From an optimization exercise on the open Yosys and OpenROAD flow, aimed at small area, a short achievable clock period and few clock cycles; shortcuts taken in it are not production practice. Where RTL was checked, it was by simulation tests only, not by an equivalence proof against the original.

the previous run:
==> flow/design.v <==
module rbsm_matcher #(
    parameter PAT_MAX = 8,     
    parameter N_SLOT  = 11     
) (
    input  wire        clk,
    input  wire        rst,           
    input  wire        pl_clr,        
    input  wire        pl_push,       
    input  wire [3:0]  pl_slot,
    input  wire [7:0]  pl_byte,
    input  wire        cmd_wait,
    input  wire        cmd_mok,
    input  wire        cmd_merr,
    input  wire        cmd_clr,
    input  wire [31:0] cmd_timeout,
    input  wire        ms_tick,
    input  wire        rx_valid,
    input  wire [7:0]  rx_byte,
    output wire        rx_ready,
    output wire        busy,
    output reg         done,
    output reg  [2:0]  outcome,
    output wire        urc_valid,
    output reg  [2:0]  urc_index,
    input  wire        urc_done
);
    localparam LW = $clog2(PAT_MAX + 1);
    localparam HN = PAT_MAX - 1;           
    localparam [2:0] O_OK      = 3'd1,
                     O_ERROR   = 3'd2,
                     O_TIMEOUT = 3'd3,
                     O_MATCH1  = 3'd4;
    reg        busy_r, scan_r, urc_r, rep_r;
    reg [2:0]  rcnt;
    reg        mok, merr;
    reg [31:0] remain;
    reg        dirty;                      
    reg [2:0]  urc_hold;
    assign busy      = busy_r;
    assign rx_ready  = scan_r;
    assign urc_valid = urc_r;
    wire take   = rx_valid && scan_r;
    wire accept = !busy_r && cmd_wait;
    reg [8*PAT_MAX-1:0] pat [0:N_SLOT-1];
    reg [LW-1:0]        len [0:N_SLOT-1];
    reg       ld_clr, ld_push;
    reg [3:0] ld_slot;
    reg [7:0] ld_byte;
    always @(posedge clk) begin
        ld_clr  <= pl_clr && !rst;
        ld_push <= pl_push && !pl_clr && !rst;
        ld_slot <= pl_slot;
        ld_byte <= pl_byte;
    end
    reg [N_SLOT-1:0] len_is1;
    integer s;
    always @(*) begin
        for (s = 0; s < N_SLOT; s = s + 1)
            len_is1[s] = ((ld_clr || ld_push) && ld_slot == s) ? (ld_push && len[s] == 0)
                                                               : (len[s] == 1);
    end
    always @(posedge clk) begin
        for (s = 0; s < N_SLOT; s = s + 1) begin
            if (rst || (ld_clr && ld_slot == s))
                len[s] <= {LW{1'b0}};
            else if (ld_push && ld_slot == s && len[s] != PAT_MAX)
                len[s] <= len[s] + 1'b1;
            if (ld_push && ld_slot == s && len[s] != PAT_MAX)
                pat[s] <= {pat[s][8*PAT_MAX-9:0], ld_byte};
        end
    end
    reg [8*HN-1:0] hist;
    reg [HN-1:0]   hval;
    wire [7:0] nbyte = rep_r ? hist[8*HN-1 -: 8] : rx_byte;
    wire clr_hist = (accept && cmd_clr) || (urc_r && urc_done);
    wire clr_pre  = clr_hist || (accept && dirty && !hval[0]);
    wire replay   = accept && !cmd_clr && dirty && hval[0];
    wire rep_end  = rep_r && rcnt == HN - 1;
    reg [N_SLOT-1:0] pre_a, pre_r, pre_a_n, pre_r_n;
    wire [N_SLOT-1:0] pre = pre_a & pre_r;
    reg              ok_k;
    integer i, k;
    always @(*) begin
        for (i = 0; i < N_SLOT; i = i + 1) begin
            pre_a_n[i] = (len[i] == 1) || (nbyte == pat[i][15:8]);
            ok_k = (len[i] != 0);
            for (k = 2; k < PAT_MAX; k = k + 1)
                if (k < len[i] && !(hval[k-2] && hist[8*(k-2) +: 8] == pat[i][8*k +: 8]))
                    ok_k = 1'b0;
            pre_r_n[i] = ok_k;
        end
    end
    reg pre_ok, pre_err;
    wire pre_ok_n  = (nbyte == 8'h0D) && hval[1] && (hist[15:0] == {"O", "K"});
    wire pre_err_n = (nbyte == 8'h0D) && hval[4] &&
                     (hist[39:0] == {"E", "R", "R", "O", "R"});
    always @(posedge clk) begin
        if (take || rep_r) begin
            pre_a   <= pre_a_n;
            pre_r   <= pre_r_n;
            pre_ok  <= pre_ok_n;
            pre_err <= pre_err_n;
        end else if (clr_pre) begin
            pre_a   <= {N_SLOT{1'b1}};
            pre_r   <= len_is1;
            pre_ok  <= 1'b0;
            pre_err <= 1'b0;
        end
    end
    always @(posedge clk) begin
        if (rst || clr_hist)
            hval <= {HN{1'b0}};
        else if (rep_r)
            hval <= {hval[HN-2:0], hval[HN-1]};
        else if (take)
            hval <= {hval[HN-2:0], 1'b1};
    end
    always @(posedge clk) begin
        if (take || rep_r)
            hist <= {hist[8*HN-9:0], nbyte};
        if (replay)
            rcnt <= 3'd0;
        else if (rep_r)
            rcnt <= rcnt + 1'b1;
    end
    always @(posedge clk) begin
        if (rst || pl_clr || pl_push)
            dirty <= 1'b1;
        else if (clr_pre || rep_end)
            dirty <= 1'b0;
    end
    reg [N_SLOT-1:0] hit;
    integer j;
    always @(*) begin
        for (j = 0; j < N_SLOT; j = j + 1)
            hit[j] = pre[j] && (rx_byte == pat[j][7:0]);
    end
    wire lf     = (rx_byte == 8'h0A);
    wire hit_ok = mok && pre_ok && lf;
    wire hit_er = merr && pre_err && lf;
    wire       urc_any = |hit[7:0];
    wire       out_any = |hit[10:8] || hit_ok || hit_er;
    reg  [2:0] arb_idx, arb_outcome;
    integer u;
    always @(*) begin
        arb_idx = 3'd0;
        for (u = 7; u >= 0; u = u - 1)
            if (hit[u]) arb_idx = u[2:0];
        if (hit[8])       arb_outcome = O_MATCH1;
        else if (hit[9])  arb_outcome = O_MATCH1 + 3'd1;
        else if (hit[10]) arb_outcome = O_MATCH1 + 3'd2;
        else if (hit_ok)  arb_outcome = O_OK;
        else              arb_outcome = O_ERROR;
    end
    wire remain_zero = (remain == 32'd0);
    wire [7:0]  gz;                        
    wire [7:0]  gz_below;                  
    wire [31:0] z_below;                   
    genvar g, b;
    generate
        for (g = 0; g < 8; g = g + 1) begin : grp
            assign gz[g] = ~|remain[4*g +: 4];
            if (g == 0) begin : g0
                assign gz_below[g] = 1'b1;
            end else begin : gn
                assign gz_below[g] = &gz[g-1:0];
            end
            for (b = 0; b < 4; b = b + 1) begin : bit_
                if (b == 0) begin : b0
                    assign z_below[4*g+b] = gz_below[g];
                end else begin : bn
                    assign z_below[4*g+b] = gz_below[g] & ~|remain[4*g +: b];
                end
            end
        end
    endgenerate
    wire [31:0] remain_dec = remain ^ z_below;
    wire finish = scan_r && (rx_valid ? (out_any && !urc_any) : remain_zero);
    always @(posedge clk) begin
        if (rst) begin
            busy_r <= 1'b0;
            scan_r <= 1'b0;
            urc_r  <= 1'b0;
            rep_r  <= 1'b0;
            done   <= 1'b0;
        end else begin
            done  <= finish;
            if (!busy_r) begin
                busy_r <= cmd_wait;
                scan_r <= cmd_wait && !replay;
                rep_r  <= replay;
            end else if (rep_r) begin
                scan_r <= rep_end;
                rep_r  <= !rep_end;
            end else if (urc_r) begin
                if (urc_done) begin
                    urc_r  <= 1'b0;
                    scan_r <= 1'b1;
                end
            end else begin
                if (take && urc_any) begin
                    scan_r <= 1'b0;
                    urc_r  <= 1'b1;
                end
                if (finish) begin
                    scan_r <= 1'b0;
                    busy_r <= 1'b0;
                end
            end
        end
    end
    always @(posedge clk) begin
        if (accept) begin
            mok    <= cmd_mok;
            merr   <= cmd_merr;
            remain <= cmd_timeout;
        end else if (busy_r && ms_tick && !remain_zero) begin
            remain <= remain_dec;
        end
        outcome <= rx_valid ? arb_outcome : O_TIMEOUT;
        if (take)
            urc_hold <= arb_idx;
        urc_index <= scan_r ? arb_idx : urc_hold;
    end
endmodule
clock: 8.0 ns
lec_check: 0
cap_margin: 0
core_margin: 2
core_utilization: 45
cts_cluster_diameter: 80
cts_cluster_size: 24
place_density: 0.6
setup_slack_margin: 5
slew_margin: 0
standard.sh (not shown) runs the stock make flow with config.mk's settings and CLKGATE_MAP_FILE= SYNTH_SCRIPT=/design/flow/synth_recipe.tcl, a recipe that flattens the netlist after the stock synthesis.
==> flow/flow/run.sh <==
#!/bin/bash
set -euo pipefail
bash standard.sh SETUP_SLACK_MARGIN=5.3 finish > standard_flow.log 2>&1
Modified inputs, the current run compared to the previous run
--- a/flow/design.v
+++ b/flow/design.v
@@ -35,7 +35,6 @@
     reg        mok, merr;
     reg [31:0] remain;
     reg        dirty;                      
-    reg [2:0]  urc_hold;
     assign busy      = busy_r;
     assign rx_ready  = scan_r;
     assign urc_valid = urc_r;
@@ -218,8 +217,6 @@
             remain <= remain_dec;
         end
         outcome <= rx_valid ? arb_outcome : O_TIMEOUT;
-        if (take)
-            urc_hold <= arb_idx;
-        urc_index <= scan_r ? arb_idx : urc_hold;
+        urc_index <= ({3{scan_r}} & arb_idx) | ({3{!scan_r}} & urc_index);
     end
 endmodule
[summary]
Global-route track usage on met3 of the previous run is on par with the current run. Post-synthesis area per instance, the current run vs the previous run: down slightly. Re number of detailed-routing iterations run before antenna repair: the current run and the previous run aren't equal, and the higher value belongs to the previous run. Between the current run and the previous run, it is the current run whose number of antenna diodes is higher, by 1. Taking the previous run as the reference point, the critical path depth of the current run falls by 3. The final cell area excluding filler cells was comparable across the current run and the previous run. Compared to the previous run, the current run has synthesized-area fraction occupied by ao, oa, aoi and oai cells 0.26 points lower. Sort the current run and the previous run by final critical path time including I/O delays and setup desc -> top: the previous run. Going from the previous run to the current run, non-clock buffer count went up 15, cell count after synthesis held, final period utilization went down 1.5 points.
Testbench counts of the current run, summed over its fixed seeds: cycles 21,841.
The RTL of the previous run was laid out without a check of its function.

static timing again, ports no longer ideal:
No port has a modelled driver above. Below, the same layouts with a new extraction and two added sets of constraints. Step 1 assumes that a clkbuf_16 drives the clock port and a buf_2 every other input. Step 2 times the ports against the registers' clock, not the clock port: input delays grow and output delays shrink by t, the midpoint of the rising clock arrivals with the driver on. Three values: ideal ports, drivers, drivers and shift; two values: the first two.
run	t (ns)	setup slack, ns	latest minus earliest clock arrival (ns)	worst data-port slew with drivers (ns)	pins driven straight from the clock port
the previous run	0.689	5.090 / 5.135 / 4.447	0.029 / 0.029	0.06	1
the current run	0.676	5.210 / 5.145 / 4.663	0.029 / 0.030	0.06	1
After both steps every run listed still meets setup and hold. The setup slack of the previous run, which loses most, moves by +0.045 ns with the drivers and by -0.643 ns with both steps.
